This is an optimization exercise on Yosys and OpenROAD, whose aim is small area, a short achievable clock period and few clock cycles, not a production implementation.
Where RTL was checked, it was by simulation tests only, not by an equivalence proof against the original.

==> quartz: inputs <==
==> flow/design.v <==
module bcc_writer (
    input  wire        clk,
    input  wire        rst,         
    input  wire        cmd_valid,
    output wire        cmd_ready,
    input  wire [31:0] cmd,
    input  wire [63:0] din,
    output wire        sout_valid,
    input  wire        sout_ready,
    output reg  [63:0] sout_data,
    output reg         rsp_valid,
    output reg  [3:0]  rsp_status,
    input  wire [3:0]  stat_sel,
    output reg  [31:0] stat_data
);
    localparam [3:0] ST_OK        = 4'd0;
    localparam [3:0] ST_INVALID   = 4'd2;
    localparam [3:0] ST_MISALIGN  = 4'd5;
    localparam [3:0] ST_ILLEGAL   = 4'd6;
    localparam [3:0] ST_CAPACITY  = 4'd7;
    localparam [3:0] ST_HALTED    = 4'd8;
    reg [255:0] ob;
    reg [5:0]  out_len;
    reg [2:0]  wr_bit;
    reg [7:0]  acc;          
    reg [1:0]  err;          
    reg [6:0]  ec_w;         
    reg [3:0]  ec_op;        
    reg [8:0]  wr_fields;    
    reg        taking;
    reg [1:0]  beat;
    assign cmd_ready  = ~taking;
    assign sout_valid = taking;
    wire       halted = err != 2'd0;
    wire [3:0] wr_err = {1'b0, err[1], err[0], err[1]};
    wire [8:0] wp     = {out_len, wr_bit};
    wire [8:0] room   = 9'd256 - wp;        
    wire [8:0] wr_err_pos = halted ? wp : 9'd0;
    wire [7:0] op   = cmd[7:0];
    wire [7:0] w    = cmd[15:8];
    wire       rsv0 = cmd[31:16] == 16'd0;
    wire       wz   = w == 8'd0;
    wire is_bits  = op == 8'h20;
    wire is_u8    = op == 8'h21;
    wire is_u16   = op == 8'h22;
    wire is_u32   = (op == 8'h23) | (op == 8'h25);
    wire is_u64   = op == 8'h24;
    wire is_skip  = op == 8'h2A;
    wire is_flush = op == 8'h2B;
    wire is_take  = op == 8'h2C;
    wire is_start = op == 8'h2F;
    wire is_u     = is_u8 | is_u16 | is_u32 | is_u64;
    wire l_bits = rsv0 & is_bits & ~wz & (w <= 8'd64);
    wire l_u    = rsv0 & wz & is_u;
    wire l_zero = rsv0 & wz & (is_skip | is_flush);
    wire l_misc = rsv0 & wz & (is_take | is_start);
    wire legal  = l_bits | l_u | l_zero | l_misc;
    wire acpt = cmd_valid & ~taking & ~rst;
    wire go   = acpt & legal & ~is_start & ~halted;
    wire clr  = rst | (acpt & rsv0 & wz & is_start);
    reg inv_b;
    integer i;
    always @(*) begin
        inv_b = 1'b0;
        for (i = 1; i < 64; i = i + 1)
            if (din[i] && i >= w[6:0]) inv_b = 1'b1;
    end
    wire nz8  = din[63:8]  != 56'd0;
    wire nz16 = din[63:16] != 48'd0;
    wire nz32 = din[63:32] != 32'd0;
    wire bad_inv = (is_bits & inv_b) | (is_u8 & nz8) | (is_u16 & nz16) | (is_u32 & nz32);
    wire bad_mis = (is_u | is_take) & (wr_bit != 3'd0);
    wire bad_cap = (is_bits & ({2'd0, w[6:0]} > room)) |
                   (is_u8   & (room < 9'd8)) |
                   (is_u16  & (room < 9'd16)) |
                   (is_u32  & (room < 9'd32)) |
                   (is_u64  & (room < 9'd64)) |
                   (is_skip & ((din[63:9] != 55'd0) | (din[8:0] > room)));
    wire bad = bad_mis | bad_inv | bad_cap;
    reg [3:0] status;
    always @(*) begin
        if (!legal)         status = ST_ILLEGAL;
        else if (is_start)  status = ST_OK;
        else if (halted)    status = ST_HALTED;
        else if (bad_mis)   status = ST_MISALIGN;
        else if (bad_inv)   status = ST_INVALID;
        else if (bad_cap)   status = ST_CAPACITY;
        else                status = ST_OK;
    end
    wire fail = go & bad;
    wire ok   = go & ~bad;
    wire tk   = ok & is_take & (out_len != 6'd0);
    reg [8:0] addend;
    always @(*) begin
        if (is_skip)       addend = din[8:0];
        else if (is_flush) addend = {6'd0, 3'd0 - wr_bit};
        else if (is_bits)  addend = {2'd0, w[6:0]};
        else if (is_u8)    addend = 9'd8;
        else if (is_u16)   addend = 9'd16;
        else if (is_u32)   addend = 9'd32;
        else               addend = 9'd64;
    end
    wire [8:0] e  = wp + addend;
    wire [2:0] ke = wr_bit + w[2:0];        
    wire        sel_b = is_bits & ~rst;
    wire        sel_u = is_u & ~rst;
    wire [63:0] x;
    genvar g;
    generate
        for (g = 0; g < 64; g = g + 1) begin : g_x
            if (g < 7) begin : g_lo
                assign x[63 - g] = (sel_b & din[g] & (g >= ke)) |
                                   (sel_u & din[((63 - g) & ~7) + (g & 7)]);
            end else begin : g_hi
                assign x[63 - g] = (sel_b & din[g]) |
                                   (sel_u & din[((63 - g) & ~7) + (g & 7)]);
            end
        end
    endgenerate
    wire [5:0]   ramt = wp[5:0] + (is_bits ? w[5:0] : 6'd0);
    wire [127:0] rot2 = {x, x} << ramt;
    wire [63:0]  rs   = rot2[127:64];
    wire [7:0] lane_acc = clr ? 8'd0 : acc;
    wire [63:0] wd;
    generate
        for (g = 0; g < 64; g = g + 1) begin : g_wd
            assign wd[(g & ~7) + 7 - (g & 7)] =
                rs[g] | ((out_len[2:0] == (g >> 3)) & lane_acc[7 - (g & 7)]);
        end
    endgenerate
    reg [7:0] acc_tail;
    integer k;
    always @(*) begin
        acc_tail = 8'd0;
        for (k = 0; k < 7; k = k + 1)
            if (k < ke) acc_tail[7 - k] = is_bits & din[ke - 1 - k];
    end
    wire same = e[8:3] == out_len;
    wire [6:0] kwn = {4'd0, wr_bit} + w[6:0];
    reg  [7:0] tc;
    always @(*) begin
        for (k = 0; k < 8; k = k + 1)
            tc[k] = (is_bits & (kwn[6:3] > k)) | ((is_skip | is_flush) & (k < 1)) |
                    (is_u8 & (k < 1)) | (is_u16 & (k < 2)) |
                    (is_u32 & (k < 4)) | is_u64;
    end
    wire fwr = acpt & (l_bits | l_u | l_zero);
    wire [15:0] tc2 = {tc, tc} << out_len[2:0];
    wire [7:0]  rtc = tc2[15:8];
    wire [7:0] pj, qj;
    wire [3:0] fa, fb;
    generate
        for (g = 0; g < 8; g = g + 1) begin : g_pq
            assign pj[g] = (g >= out_len[2:0]) & rtc[g];
            assign qj[g] = (g <  out_len[2:0]) & rtc[g];
        end
        for (g = 0; g < 4; g = g + 1) begin : g_f
            assign fa[g] = fwr & (out_len[5:3] == g);
            assign fb[g] = fwr & (out_len[5:3] == g - 1);
        end
    endgenerate
    wire [31:0] ben;
    generate
        for (g = 0; g < 32; g = g + 1) begin : g_ben
            assign ben[g] = clr | (fa[g / 8] & pj[g % 8]) | (fb[g / 8] & qj[g % 8]);
        end
    endgenerate
    always @(posedge clk) begin : p_buf
        integer b;
        for (b = 0; b < 32; b = b + 1)
            if (ben[b]) ob[8*b +: 8] <= wd[8*(b % 8) +: 8];
    end
    wire [2:0] last_beat = out_len[5:3] - {2'b00, out_len[2:0] == 3'd0};
    always @(posedge clk) begin
        if (clr) begin
            out_len    <= 6'd0;
            wr_bit     <= 3'd0;
            acc        <= 8'd0;
            err        <= 2'd0;
            ec_w       <= 7'd0;
            ec_op      <= 4'd0;
            wr_fields  <= 9'd0;
        end else begin
            if (ok & ~is_take) begin
                out_len <= e[8:3];
                wr_bit  <= e[2:0];
                acc     <= (same ? acc : 8'd0) | acc_tail;
            end
            if (ok & (is_bits | is_u))
                wr_fields <= wr_fields + 9'd1;
            if (fail) begin
                err        <= {status[2], status[1]};
                ec_w       <= w[6:0];
                ec_op      <= op[3:0];
            end
        end
    end
    always @(posedge clk) begin
        if (rst) begin
            taking    <= 1'b0;
            beat      <= 2'd0;
            rsp_valid <= 1'b0;
        end else if (taking) begin
            rsp_valid <= 1'b0;
            if (sout_ready) begin
                beat <= beat + 2'd1;
                if ({1'b0, beat} == last_beat) begin
                    taking    <= 1'b0;
                    rsp_valid <= 1'b1;
                end
            end
        end else begin
            beat      <= 2'd0;
            taking    <= tk;
            rsp_valid <= acpt & ~tk;
        end
    end
    always @(posedge clk)
        rsp_status <= taking ? ST_OK : status;
    always @(*) begin
        case (beat)
            2'd0:    sout_data = ob[63:0];
            2'd1:    sout_data = ob[127:64];
            2'd2:    sout_data = ob[191:128];
            default: sout_data = ob[255:192];
        endcase
    end
    always @(*) begin
        case (stat_sel)
            4'h8:    stat_data = {26'd0, out_len};
            4'h9:    stat_data = {24'd0, acc};
            4'hA:    stat_data = {29'd0, wr_bit};
            4'hB:    stat_data = {28'd0, wr_err};
            4'hC:    stat_data = {17'd0, ec_w, 2'b00, halted, 1'b0, ec_op};
            4'hD:    stat_data = {23'd0, wr_err_pos};
            4'hE:    stat_data = {23'd0, wr_fields};
            default: stat_data = 32'd0;
        endcase
    end
endmodule
==> flow/flow/run.sh <==
#!/bin/bash
set -euo pipefail
EXTRA="SETUP_SLACK_MARGIN=6 'BUFFER_PORTS_ARGS=-buffer_cell sky130_fd_sc_hd__buf_1'"
sed "s/CLKGATE_MAP_FILE= /CLKGATE_MAP_FILE= $EXTRA /" standard.sh > standard_tuned.sh
grep -q "SETUP_SLACK_MARGIN=6" standard_tuned.sh
bash standard_tuned.sh > make.log 2>&1
==> flow/standard.sh <==
#!/bin/bash
# synth_recipe.tcl (not shown) runs the flow's synth.tcl, then flattens the netlist and writes it again
# the make line also repeats each setting of config.mk as NAME=value (left out here)
make -C /OpenROAD-flow-scripts/flow DESIGN_CONFIG=/design/flow/config.mk WORK_HOME=/design/flow/orfs CLKGATE_MAP_FILE= SYNTH_SCRIPT=/design/flow/synth_recipe.tcl "${@:-finish}"
==> flow/config.mk <==
export PLATFORM = sky130hd
export DESIGN_NAME = bcc_writer
export DESIGN_NICKNAME = bcc_writer
export VERILOG_FILES = /design/flow/design.v
export SDC_FILE = /design/flow/constraint.sdc
export NUM_CORES = 8
export LEC_CHECK = 0
export ABC_AREA = 1
export CAP_MARGIN = 20
export CORE_MARGIN = 2
export CORE_UTILIZATION = 40
export CTS_CLUSTER_DIAMETER = 100
export CTS_CLUSTER_SIZE = 25
export PLACE_DENSITY = 0.6
export SLEW_MARGIN = 20
==> flow/constraint.sdc <==
create_clock -name core_clock -period 12.0 [get_ports {clk}]
set_input_delay 2.4000 -clock core_clock [delete_from_list [all_inputs] [get_ports {clk}]]
set_output_delay 2.4000 -clock core_clock [all_outputs]
set_load 0.01 [all_outputs]
==> pepper (differences from quartz) <==
--- a/flow/design.v
+++ b/flow/design.v
@@ -27,4 +27,5 @@
     reg [6:0]  ec_w;         
     reg [3:0]  ec_op;        
+    reg [8:0]  wr_err_pos;
     reg [8:0]  wr_fields;    
     reg        taking;
@@ -36,5 +37,4 @@
     wire [8:0] wp     = {out_len, wr_bit};
     wire [8:0] room   = 9'd256 - wp;        
-    wire [8:0] wr_err_pos = halted ? wp : 9'd0;
     wire [7:0] op   = cmd[7:0];
     wire [7:0] w    = cmd[15:8];
@@ -141,27 +141,27 @@
     always @(*) begin
         for (k = 0; k < 8; k = k + 1)
-            tc[k] = (is_bits & (kwn[6:3] > k)) | ((is_skip | is_flush) & (k < 1)) |
+            tc[k] = (is_bits & (kwn[6:3] > k)) |
                     (is_u8 & (k < 1)) | (is_u16 & (k < 2)) |
                     (is_u32 & (k < 4)) | is_u64;
     end
-    wire fwr = acpt & (l_bits | l_u | l_zero);
-    wire [15:0] tc2 = {tc, tc} << out_len[2:0];
-    wire [7:0]  rtc = tc2[15:8];
-    wire [7:0] pj, qj;
-    wire [3:0] fa, fb;
-    generate
-        for (g = 0; g < 8; g = g + 1) begin : g_pq
-            assign pj[g] = (g >= out_len[2:0]) & rtc[g];
-            assign qj[g] = (g <  out_len[2:0]) & rtc[g];
-        end
-        for (g = 0; g < 4; g = g + 1) begin : g_f
-            assign fa[g] = fwr & (out_len[5:3] == g);
-            assign fb[g] = fwr & (out_len[5:3] == g - 1);
-        end
-    endgenerate
+    wire fwr = acpt & (l_bits | l_u);       
+    wire zwr = acpt & l_zero;               
+    wire [31:0] oh;
     wire [31:0] ben;
     generate
+        for (g = 0; g < 32; g = g + 1) begin : g_en
+            assign oh[g] = out_len == g;
+        end
         for (g = 0; g < 32; g = g + 1) begin : g_ben
-            assign ben[g] = clr | (fa[g / 8] & pj[g % 8]) | (fb[g / 8] & qj[g % 8]);
+            wire [7:0] hit;
+            genvar r;
+            for (r = 0; r < 8; r = r + 1) begin : g_r
+                if (g >= r) begin : g_y
+                    assign hit[r] = oh[g - r] & tc[r];
+                end else begin : g_n
+                    assign hit[r] = 1'b0;
+                end
+            end
+            assign ben[g] = clr | (fwr & (hit != 8'd0)) | (zwr & oh[g]);
         end
     endgenerate
@@ -180,4 +180,5 @@
             ec_w       <= 7'd0;
             ec_op      <= 4'd0;
+            wr_err_pos <= 9'd0;
             wr_fields  <= 9'd0;
         end else begin
@@ -193,4 +194,5 @@
                 ec_w       <= w[6:0];
                 ec_op      <= op[3:0];
+                wr_err_pos <= wp;
             end
         end
==> flow/flow/run.sh (replaced) <==
#!/bin/bash
set -euo pipefail
MARGIN=6
sed "s/CLKGATE_MAP_FILE= /CLKGATE_MAP_FILE= SETUP_SLACK_MARGIN=$MARGIN /" standard.sh > standard_margin.sh
grep -q "SETUP_SLACK_MARGIN=$MARGIN" standard_margin.sh
bash standard_margin.sh > make.log 2>&1
Settings changed: CORE_UTILIZATION 40 to 25, CTS_CLUSTER_DIAMETER 100 to default, CTS_CLUSTER_SIZE 25 to default, PLACE_DENSITY 0.6 to 0.45.
==> results.cfg <==
[finish]
biggestRegsByFlops = ob (256), wr_err_pos (9), wr_fields (9)

[run_status]
status = finished clean

[sta]
final.setup.worst_slack_ps = 6080

[power_and_ir_drop]
vdd_drop_max_v = 0.000113

[synthesis]
synthXorXnorAreaFrac_pct = 1.05
ys_types = 56

[die]
start_util_pct = 25.1
(the above is from pepper)
==> results.cfg <==
[power_and_ir_drop]
vdd_drop_max_v = 0.0000757

[synthesis]
synthXorXnorAreaFrac_pct = 1.26
ys_types = 59

[run_status]
status = finished clean

[finish]
biggestRegsByFlops = ob (256), wr_fields (9)
(the above is from quartz)
Testbench counts of quartz, summed over its fixed seeds: cycles 15,014.
For pepper, only the layout was checked, not whether the RTL still works.

## re-timing with driven ports
In the flow no input, the clock included, has a driving cell. The finished layouts below were timed again as built, in two steps. Step 1 sets driving cells, clkbuf_16 on the clock port and buf_2 on the other inputs (assumed; they add their load-dependent delay and slew). Step 2 moves the port delays by t, midway between the first and last clock arrival at a register: inputs arrive t later, outputs are due t later. That takes back most of the time a late clock gives input paths. Three values: no drivers, after step 1, after step 2; two values: the first two.
run	t (ns)	setup WS [ns]	worst setup path at the end	worst register clock-pin slew, ns	worst data-port slew with drivers (ns)
quartz	0.576	6.139 / 6.117 / 5.652	input to register	0.10 / 0.10	0.04
pepper	0.619	6.075 / 6.059 / 5.496	input to register	0.08 / 0.08	0.04
After both steps every run listed still meets setup and hold. The setup slack of pepper, which loses most, moves by -0.016 ns with the drivers and by -0.579 ns with both steps.
